From an optimization exercise on the open Yosys and OpenROAD flow, aimed at small area; shortcuts taken in it are not production practice. Where RTL was checked, it was by simulation tests only, not by an equivalence proof against the original. Power and IR drop assume default switching activity.

== the reference run ==
Design ecm_fce, start of the top module:
module ecm_fce (
    input  logic        clk,
    input  logic        rst,       
    input  logic        req,
    input  logic        we,
    input  logic [7:0]  addr,
    input  logic [31:0] wdata,
    output logic        ack,
    output logic        err,
    output logic [31:0] rdata
);
    localparam int NM = 25;          
    localparam int NSCAN = 7;        
    localparam logic [4:0] S_DG2   = 5'd16;
    localparam logic [4:0] S_DG0   = 5'd17;
    localparam logic [4:0] S_DG1   = 5'd18;
    localparam logic [4:0] S_DGLEN = 5'd19;
    localparam logic [4:0] S_DG3   = 5'd20;
    localparam logic [4:0] S_LL    = 5'd21;
    localparam logic [4:0] S_BUS   = 5'd22;
    localparam logic [4:0] S_LEN   = 5'd23;
    localparam logic [4:0] S_CAN   = 5'd24;
    logic [NM-1:0][32:0] m;
    logic [63:0][7:0]    lr;
    logic [4:0]  pos;      
    logic [5:0]  lpos;     
    wire  [32:0] H  = m[NM-1];
    wire  [7:0]  LB = lr[63];
    wire         h_data = !pos[4];       
    logic [3:0]  st_code;
    logic [2:0]  st_err;
    logic [2:0]  st_cause;
    always_comb begin
        st_err   = 3'd0;
        st_cause = 3'd0;
        if (st_code == 4'd10) st_err = 3'd4;
        else if (st_code >= 4'd8) begin st_err = 3'd3; st_cause = 3'(st_code - 4'd7); end
        else if (st_code >= 4'd5) begin st_err = 3'd2; st_cause = 3'(st_code - 4'd4); end
        else if (st_code != 4'd0) begin st_err = 3'd1; st_cause = st_code[2:0]; end
    end
  ...
Size: about 2500 cells after synthesis, ~1400 flip-flops, about 78 I/O pins, ~0.036 mm² of cells after synthesis.
export LEC_CHECK = 0
export CAP_MARGIN = 15
export CORE_MARGIN = 2
export CORE_UTILIZATION = 70
export GPL_TIMING_DRIVEN = 0
export SLEW_MARGIN = 15
create_clock -name core_clock -period 8.0 [get_ports {clk}]
standard.sh (not shown) runs the stock make flow with config.mk's settings and CLKGATE_MAP_FILE= SYNTH_SCRIPT=/design/flow/synth_recipe.tcl, a recipe that flattens the netlist after the stock synthesis.
==> flow/flow/run.sh <==
#!/bin/bash
# Own layout flow: the standard flow (standard.sh) with two changes made
# through ORFS's own variables:
#  - the port buffers that buffer_ports inserts are buf_1 cells;
#  - clock tree synthesis runs without dummy loads.
# Each tool's full output goes to standard.log in the work folder.
set -euo pipefail
export BUFFER_PORTS_ARGS="-buffer_cell sky130_fd_sc_hd__buf_1"
export CTS_ARGS="-sink_clustering_enable -repair_clock_nets -dont_use_dummy_load -buf_list sky130_fd_sc_hd__clkbuf_8 -sink_clustering_size 18 -sink_clustering_max_diameter 60"
bash standard.sh > standard.log 2>&1
What the trial run does differently from the reference run at the input level:
Settings: GPL_TIMING_DRIVEN removed (was 0); CORE_UTILIZATION changed from 70 to 60.
-- flow/flow/run.sh --
<<< the reference run, line 9
export CTS_ARGS="-sink_clustering_enable -repair_clock_nets -dont_use_dummy_load -buf_list sky130_fd_sc_hd__clkbuf_8 -sink_clustering_size 18 -sink_clustering_max_diameter 60"
>>> the trial run, line 9
export CTS_ARGS="-sink_clustering_enable -repair_clock_nets -dont_use_dummy_load -buf_list sky130_fd_sc_hd__clkbuf_8 -sink_clustering_size 17 -sink_clustering_max_diameter 55"
Results
The clock network contribution to total cell area reported for the trial run is greater than that of the reference run by 0.31 points. Higher count of plain and timing-repair buffers was reported by the reference run, not the trial run. Any difference in finished layout cell area between the reference run and the trial run is small enough to ignore. Compared with the reference run, in the trial run worst hold slack shows a reduction of 13 ps; fraction of power consumed by combinational cells decreased by 0.9 points relative to the old numbers. The trial run vs the reference run: global-route wire length before repair down in the trial run. The run with more setup slack is the reference run; the trial run has less.

* * *

Another version of the RTL of ecm_fce (not shown whole).
Size: ~1400 flip-flops, ~78 I/O pins, about 38000 µm² of cells after synthesis.
Settings: LEC_CHECK=0, CAP_MARGIN=30, CORE_MARGIN=2, CORE_UTILIZATION=60, CTS_BUF_LIST=sky130_fd_sc_hd__clkbuf_4, SLEW_MARGIN=40; clock period 8.0 ns.
run.sh (not shown) runs the stock make flow with config.mk's settings and CLKGATE_MAP_FILE= SYNTH_SCRIPT=/design/flow/synth_recipe.tcl, a recipe that flattens the netlist after the stock synthesis.
Stock flow here: none of the scripts above is used.
==> next run, changes <==
Settings changed: CORE_UTILIZATION 60 to 35.
Outcome: The new run finished clean; routed wire length went down by a little under a tenth; final area rose by a few percent; clock skew is higher by 0.040 ns; power stays flat; setup slack is better by 0.16 ns.
Function was not checked in any run of this note: the RTL went through the layout flow alone.

* * *

Setup of v32:
Another version of the RTL of ecm_fce (not shown whole).
Size in the first run: about 2800 cells after synthesis, ~1400 flip-flops, ~78 I/O pins.
==> flow/config.mk <==
export PLATFORM = sky130hd
export DESIGN_NAME = ecm_fce
export DESIGN_NICKNAME = ecm_fce
export VERILOG_FILES = /design/flow/design.v
export SDC_FILE = /design/flow/constraint.sdc
export NUM_CORES = 4
export LEC_CHECK = 0
export CAP_MARGIN = 30
export CORE_MARGIN = 2
export CORE_UTILIZATION = 50
export CTS_BUF_LIST = sky130_fd_sc_hd__clkbuf_8
export CTS_CLUSTER_DIAMETER = 60
export CTS_CLUSTER_SIZE = 18
export SLEW_MARGIN = 40
==> flow/constraint.sdc <==
create_clock -name core_clock -period 8.0 [get_ports {clk}]
set_input_delay 1.6000 -clock core_clock [delete_from_list [all_inputs] [get_ports {clk}]]
set_output_delay 1.6000 -clock core_clock [all_outputs]
set_load 0.01 [all_outputs]
Edits applied to the flow inputs when going from v32 to v40:
==> flow/flow/run.sh (new file) <==
#!/bin/bash
# Own layout flow: the standard flow (standard.sh) with two changes made
# through ORFS's own variables:
#  - the port buffers that buffer_ports inserts are buf_1 cells;
#  - clock tree synthesis runs without dummy loads.
# Each tool's full output goes to standard.log in the work folder.
set -euo pipefail
export BUFFER_PORTS_ARGS="-buffer_cell sky130_fd_sc_hd__buf_1"
export CTS_ARGS="-sink_clustering_enable -repair_clock_nets -dont_use_dummy_load -buf_list sky130_fd_sc_hd__clkbuf_8 -sink_clustering_size 18 -sink_clustering_max_diameter 60"
bash standard.sh > standard.log 2>&1
==> flow/standard.sh (new file) <==
#!/bin/bash
# synth_recipe.tcl (not shown) runs the flow's synth.tcl, then flattens the netlist and writes it again
# the make line also repeats each setting of config.mk as NAME=value (left out here)
make -C /OpenROAD-flow-scripts/flow DESIGN_CONFIG=/design/flow/config.mk WORK_HOME=/design/flow/orfs CLKGATE_MAP_FILE= SYNTH_SCRIPT=/design/flow/synth_recipe.tcl "${@:-finish}"
removed: flow/run.sh
==> run notes <==
- Compare v32 and v40 | area share of buffers outside the clock network higher: v32
- Comparing the two runs side by side, v40 comes out behind v32 on final hold slack.
- Layout net count across v32 and v40: no real change.
- v40 ran to completion and came out clean on the timing, DRC and antenna checks.
- Clock insertion delay at the later pin of the skew report, v32 and v40: higher on v32
- On multi-input combinational cell area, v32 and v40 are neck and neck.
#### Input delta (v46 over v40)
- changing CTS_CLUSTER_SIZE from 18 to 28
- changing CTS_BUF_LIST from sky130_fd_sc_hd__clkbuf_8 to sky130_fd_sc_hd__clkbuf_16
- changing CTS_CLUSTER_DIAMETER from 60 to 80
==> flow/run.sh (new file) <==
#!/bin/bash
# synth_recipe.tcl (not shown) runs the flow's synth.tcl, then flattens the netlist and writes it again
# the make line also repeats each setting of config.mk as NAME=value (left out here)
make -C /OpenROAD-flow-scripts/flow DESIGN_CONFIG=/design/flow/config.mk WORK_HOME=/design/flow/orfs CLKGATE_MAP_FILE= SYNTH_SCRIPT=/design/flow/synth_recipe.tcl finish
removed: flow/flow/run.sh
removed: flow/standard.sh
Notes after the runs:
- Comparing v40 and v46, hold slack is higher on v46.
- In v46 relative to v40, number of nets in the final layout had gone down slightly.
- v46 vs v40, capture point of the critical path: ack vs acc[14]
- Any difference in logic gate share of total power between v40 and v46 is small enough to ignore.
- v46 reports its start point of the critical path as addr[6] while v40 reports tcnt[3].
- Of v46 and v40, it is v46 that has the lower final cell count without fillers.
- Area overhead of the layout relative to synthesis: v46 > v40

* * *

Another version of the RTL of ecm_fce (not shown whole).
Size: roughly 2700 cells after synthesis.
==> flow/design.v (excerpt) <==
module ecm_fce (
    input  logic        clk,
    input  logic        rst,       
    input  logic        req,
    input  logic        we,
    input  logic [7:0]  addr,
    input  logic [31:0] wdata,
    output logic        ack,
    output logic        err,
    output logic [31:0] rdata
);
==> flow/config.mk <==
export PLATFORM = sky130hd
export DESIGN_NAME = ecm_fce
export DESIGN_NICKNAME = ecm_fce
export VERILOG_FILES = /design/flow/design.v
export SDC_FILE = /design/flow/constraint.sdc
export NUM_CORES = 4
export LEC_CHECK = 0
export CAP_MARGIN = 15
export CORE_MARGIN = 2
export CORE_UTILIZATION = 70
export SLEW_MARGIN = 15
==> flow/constraint.sdc <==
create_clock -name core_clock -period 8.0 [get_ports {clk}]
set_input_delay 1.6000 -clock core_clock [delete_from_list [all_inputs] [get_ports {clk}]]
set_output_delay 1.6000 -clock core_clock [all_outputs]
set_load 0.01 [all_outputs]
standard.sh (not shown) runs the stock make flow with config.mk's settings and CLKGATE_MAP_FILE= SYNTH_SCRIPT=/design/flow/synth_recipe.tcl, a recipe that flattens the netlist after the stock synthesis.
==> flow/flow/run.sh <==
#!/bin/bash
# Own layout flow: the standard flow (standard.sh) with two changes made
# through ORFS's own variables:
#  - the port buffers that buffer_ports inserts are buf_1 cells;
#  - clock tree synthesis runs without dummy loads.
# Each tool's full output goes to standard.log in the work folder.
set -euo pipefail
export BUFFER_PORTS_ARGS="-buffer_cell sky130_fd_sc_hd__buf_1"
export CTS_ARGS="-sink_clustering_enable -repair_clock_nets -dont_use_dummy_load -buf_list sky130_fd_sc_hd__clkbuf_8 -sink_clustering_size 20 -sink_clustering_max_diameter 50"
bash standard.sh > standard.log 2>&1
==> next run, changes <==
--- a/flow/flow/run.sh
+++ b/flow/flow/run.sh
@@ -7,4 +7,4 @@
 set -euo pipefail
 export BUFFER_PORTS_ARGS="-buffer_cell sky130_fd_sc_hd__buf_1"
-export CTS_ARGS="-sink_clustering_enable -repair_clock_nets -dont_use_dummy_load -buf_list sky130_fd_sc_hd__clkbuf_8 -sink_clustering_size 20 -sink_clustering_max_diameter 50"
+export CTS_ARGS="-sink_clustering_enable -repair_clock_nets -dont_use_dummy_load -buf_list sky130_fd_sc_hd__clkbuf_8 -sink_clustering_size 18 -sink_clustering_max_diameter 60"
 bash standard.sh > standard.log 2>&1
- CAP_MARGIN: 15 -> 30
- CORE_UTILIZATION: 70 -> 50
- CTS_BUF_LIST: default -> sky130_fd_sc_hd__clkbuf_8
- CTS_CLUSTER_DIAMETER: default -> 60
- CTS_CLUSTER_SIZE: default -> 18
- SLEW_MARGIN: 15 -> 40
After rerunning: Core utilization is lower by 20 points. Routed wire length is lower by 9.8%. Synthesized area is unchanged. Maximum frequency is lower by 2.0%. Global-route usage is lower by 13 points. Count of clock-buffer cells in the layout is higher by 6. Total power stays flat.

port drivers added, routing unchanged:
How much do the figures lean on ideal ports? The routed layouts below were timed once more, with nothing changed but the port constraints. Step 1 sets driving cells, clkbuf_16 on the clock port and buf_2 on the other inputs (assumed; they add their load-dependent delay and slew). Step 2 adds t to the input delays and takes it off the output delays; t is the mean of the earliest and latest rising clock arrival at the registers after step 1. Input paths then give back, and output paths get back, about the clock's delay inside the block. Three values: ideal, step 1, step 2; two values: the first two.
run	t (ns)	setup slack, ns	slew at the worst register clock pin (ns)	pins driven straight from the clock port
the reference run	0.772	1.912 / 1.851 / 2.072	0.12 / 0.12	1
the trial run	0.743	1.754 / 1.727 / 1.727	0.11 / 0.11	1
the first run of note 2	1.142	0.831 / 0.805 / 0.805	0.09 / 0.09	1
the second run of note 2	1.136	0.988 / 0.956 / 0.956	0.08 / 0.08	1
v32	0.794	1.142 / 1.116 / 1.116	0.11 / 0.11	1
v40	0.741	1.626 / 1.626 / 1.626	0.11 / 0.11	1
v46	0.718	1.156 / 1.131 / 1.131	0.11 / 0.11	1
the first run of note 4	0.768	1.605 / 1.605 / 1.605	0.12 / 0.12	1
the second run of note 4	0.755	1.477 / 1.477 / 1.477	0.11 / 0.11	1
After both steps setup and hold are still met in every run listed. The setup slack of the second run of note 2, which loses most, moves by -0.032 ns with the drivers and by -0.032 ns with both steps.
